This is an optimization exercise on Yosys and OpenROAD, whose aim is a short achievable clock period and few clock cycles per item, not a production implementation.
Function was checked by simulation only, so behaviour that the tests miss may differ from the original.
No activity file was given, so power comes from the tool's default toggle rates.

==> flow/design.v (excerpt) <==
module y86_decoder (
    input  wire        clk,
    input  wire        rst,
    input  wire [63:0] start_addr,
    input  wire [63:0] stream_len,
    output wire        mem_req_valid,
    input  wire        mem_req_ready,
    output wire [60:0] mem_req_addr,
    input  wire        mem_resp_valid,
    input  wire [63:0] mem_resp_data,
    output wire        out_valid,
    input  wire        out_ready,
    output wire [63:0] out_addr,
    output wire [3:0]  out_icode,
    output wire [3:0]  out_ifun,
    output wire [3:0]  out_ra,
    output wire [3:0]  out_rb,
    output wire [63:0] out_valc,
    output wire [3:0]  out_len,
    output wire [79:0] out_bytes,
    output reg  [1:0]  status,       
    output reg  [2:0]  fail_reason,
    output reg  [3:0]  fail_offset,
    output reg  [3:0]  fail_nbytes,
    output reg  [71:0] fail_bytes,
    output reg  [63:0] stop_addr
);
Size in the first run: ~8,300 cells after synthesis, ~95,000 um^2 of cells after synthesis.
Settings: LEC_CHECK=0, ABC_CLOCK_PERIOD_IN_PS=3000, CAP_MARGIN=20, CORE_MARGIN=2, CORE_UTILIZATION=60, PLACE_DENSITY=0.7, SLEW_MARGIN=20; clock period 9.0 ns.
standard.sh (not shown) runs the stock make flow with config.mk's settings and CLKGATE_MAP_FILE= SYNTH_SCRIPT=/design/flow/synth_recipe.tcl, a recipe that flattens the netlist after the stock synthesis.
==> flow/flow/run.sh <==
#!/bin/bash
set -euo pipefail
bash standard.sh SETUP_SLACK_MARGIN=6.0 finish > standard_flow.log 2>&1
Testbench counts at the start, summed over its fixed seeds: cycles 10,145, items 9,152.
Rerun with:
--- a/flow/design.v
+++ b/flow/design.v
@@ -260,35 +260,35 @@
             always @(posedge clk) begin
                 if (mem_resp_valid && rp == i) begin
                     buff[64*i +: 64] <= mem_resp_data;
                     lc[16*i +: 16]   <= lcw;
                 end
             end
         end
     endgenerate
     integer k;
     always @(posedge clk) begin
         fw <= rst ? start_addr[63:3] : fw_n;
         fw_h <= rst ? start_addr[63:3] : (acc ? fw1 : fw);
-        rq_v <= rst || (rq_i && !mem_req_ready) || (!base[3] && !done);
-        rq_i <= rst || (rq_v && !mem_req_ready) || (!base[3] && !done);
+        rq_v <= rst || (rq_i && !mem_req_ready) || !base[3];
+        rq_i <= rst || (rq_v && !mem_req_ready) || !base[3];
         if (rst) begin
             nalloc <= 4'd1;
             rp     <= start_addr[5:3];
             ptw    <= start_addr[5:3];
             ld     <= 8'd0;
         end else begin
             if (rq_i && !acc)
                 nalloc <= base;
-            else if (base[3] == 1'b0 && !done)
+            else if (base[3] == 1'b0)
                 nalloc <= base + 4'd1;
             else
                 nalloc <= base;
             if (!rst_r)
                 ptw <= pa[5:3];
             for (k = 0; k < 8; k = k + 1) begin
                 if (((k[2:0] - ptw) < nfree))
                     ld[k] <= 1'b0;
                 if (mem_resp_valid && rp == k[2:0])
                     ld[k] <= 1'b1;
             end
             if (mem_resp_valid)
Routed wire length goes up by a few percent; final cell count barely changes; flip-flop and latch count stays the same; clock-buffer cell count goes up by 9; setup slack degrades by 0.093 ns; combinational power goes up by a few percent; die area goes up slightly; power stays flat; via count barely changes; synthesized cell count stays flat.
Testbench counts after the change, summed over its fixed seeds: cycles 10,145, items 9,152.

--- another note on this design; it stands on its own ---

before:
// y86_decoder
module y86_decoder (
    input  wire        clk,
    input  wire        rst,
    input  wire [63:0] start_addr,
    input  wire [63:0] stream_len,
    output wire        mem_req_valid,
    input  wire        mem_req_ready,
    output wire [60:0] mem_req_addr,
    input  wire        mem_resp_valid,
    input  wire [63:0] mem_resp_data,
    output wire        out_valid,
    input  wire        out_ready,
    output wire [63:0] out_addr,
    output wire [3:0]  out_icode,
    output wire [3:0]  out_ifun,
    output wire [3:0]  out_ra,
    output wire [3:0]  out_rb,
    output wire [63:0] out_valc,
    output wire [3:0]  out_len,
    output wire [79:0] out_bytes,
    output reg  [1:0]  status,       
    output reg  [2:0]  fail_reason,
    output reg  [3:0]  fail_offset,
    output reg  [3:0]  fail_nbytes,
    output reg  [71:0] fail_bytes,
    output reg  [63:0] stop_addr
);
export LEC_CHECK = 0
export ABC_CLOCK_PERIOD_IN_PS = 3000
export CAP_MARGIN = 20
export CORE_MARGIN = 2
export CORE_UTILIZATION = 60
export PLACE_DENSITY = 0.7
export SETUP_SLACK_MARGIN = 5
export SLEW_MARGIN = 20
create_clock -name core_clock -period 9.0 [get_ports {clk}]
run.sh (not shown) runs the stock make flow with config.mk's settings and CLKGATE_MAP_FILE= SYNTH_SCRIPT=/design/flow/synth_recipe.tcl, a recipe that flattens the netlist after the stock synthesis.
In summary, before completed successfully, with a layout that passed the timing, DRC and antenna checks.
Testbench counts of before, summed over its fixed seeds: cycles 10,145, items 9,152.
For after, these inputs were changed with respect to before:
# before
export LEC_CHECK = 0
export ABC_CLOCK_PERIOD_IN_PS = 3000
export CAP_MARGIN = 20
export CORE_MARGIN = 2
export CORE_UTILIZATION = 60
export PLACE_DENSITY = 0.7
export SETUP_SLACK_MARGIN = 5
export SLEW_MARGIN = 20
create_clock -name core_clock -period 9.0 [get_ports {clk}]
# after
export LEC_CHECK = 0
export ABC_CLOCK_PERIOD_IN_PS = 3000
export CAP_MARGIN = 20
export CORE_MARGIN = 2
export CORE_UTILIZATION = 60
export PLACE_DENSITY = 0.7
export SLEW_MARGIN = 20
create_clock -name core_clock -period 9.0 [get_ports {clk}]
==> flow/flow/run.sh (new file) <==
#!/bin/bash
set -euo pipefail
bash standard.sh SETUP_SLACK_MARGIN=5.8 finish > standard_flow.log 2>&1
==> flow/standard.sh (new file) <==
#!/bin/bash
# synth_recipe.tcl (not shown) runs the flow's synth.tcl, then flattens the netlist and writes it again
# the make line also repeats each setting of config.mk as NAME=value (left out here)
make -C /OpenROAD-flow-scripts/flow DESIGN_CONFIG=/design/flow/config.mk WORK_HOME=/design/flow/orfs CLKGATE_MAP_FILE= SYNTH_SCRIPT=/design/flow/synth_recipe.tcl "${@:-finish}"
removed: flow/run.sh
[summary]
before has a higher number of clock buffer instances in the layout than after. On overall global routing resource usage: between before and after, it ends up lower for before. Placed cell area essentially unchanged between before and after. after vs. before: total power consumption of the routed design went up, share of the synthesized area in compound gates (AO/OA/AOI/OAI) saw little to no change.

-- separate check: timing with driven ports --
In the flow no input, the clock included, has a driving cell. The finished layouts below were timed again as built, in two steps.
Step 1 (the two cells are an assumption about what drives the block):
set clk [get_ports {clk}]
set_driving_cell -lib_cell sky130_fd_sc_hd__clkbuf_16 $clk
set_driving_cell -lib_cell sky130_fd_sc_hd__buf_2 [delete_from_list [all_inputs] $clk]
Step 2 moves the port delays by t, midway between the first and last clock arrival at a register: inputs arrive t later, outputs are due t later. That takes back most of the time a late clock gives input paths.
Three values: ideal, step 1, step 2; two values: the first two.
run | shift t [ns] | setup WS [ns] | worst setup path after step 2
the first run of note 1 | 0.931 | 5.815 / 5.724 / 5.056 | input to register
the second run of note 1 | 0.933 | 5.721 / 5.629 / 4.960 | input to register
before | 0.912 | 5.029 / 4.939 / 4.356 | input to register
after | 0.913 | 5.613 / 5.530 / 4.816 | input to register
After both steps setup and hold are still met in every run listed. For after, which loses most, drivers alone change the setup slack by -0.083 ns; drivers and shift together by -0.797 ns.
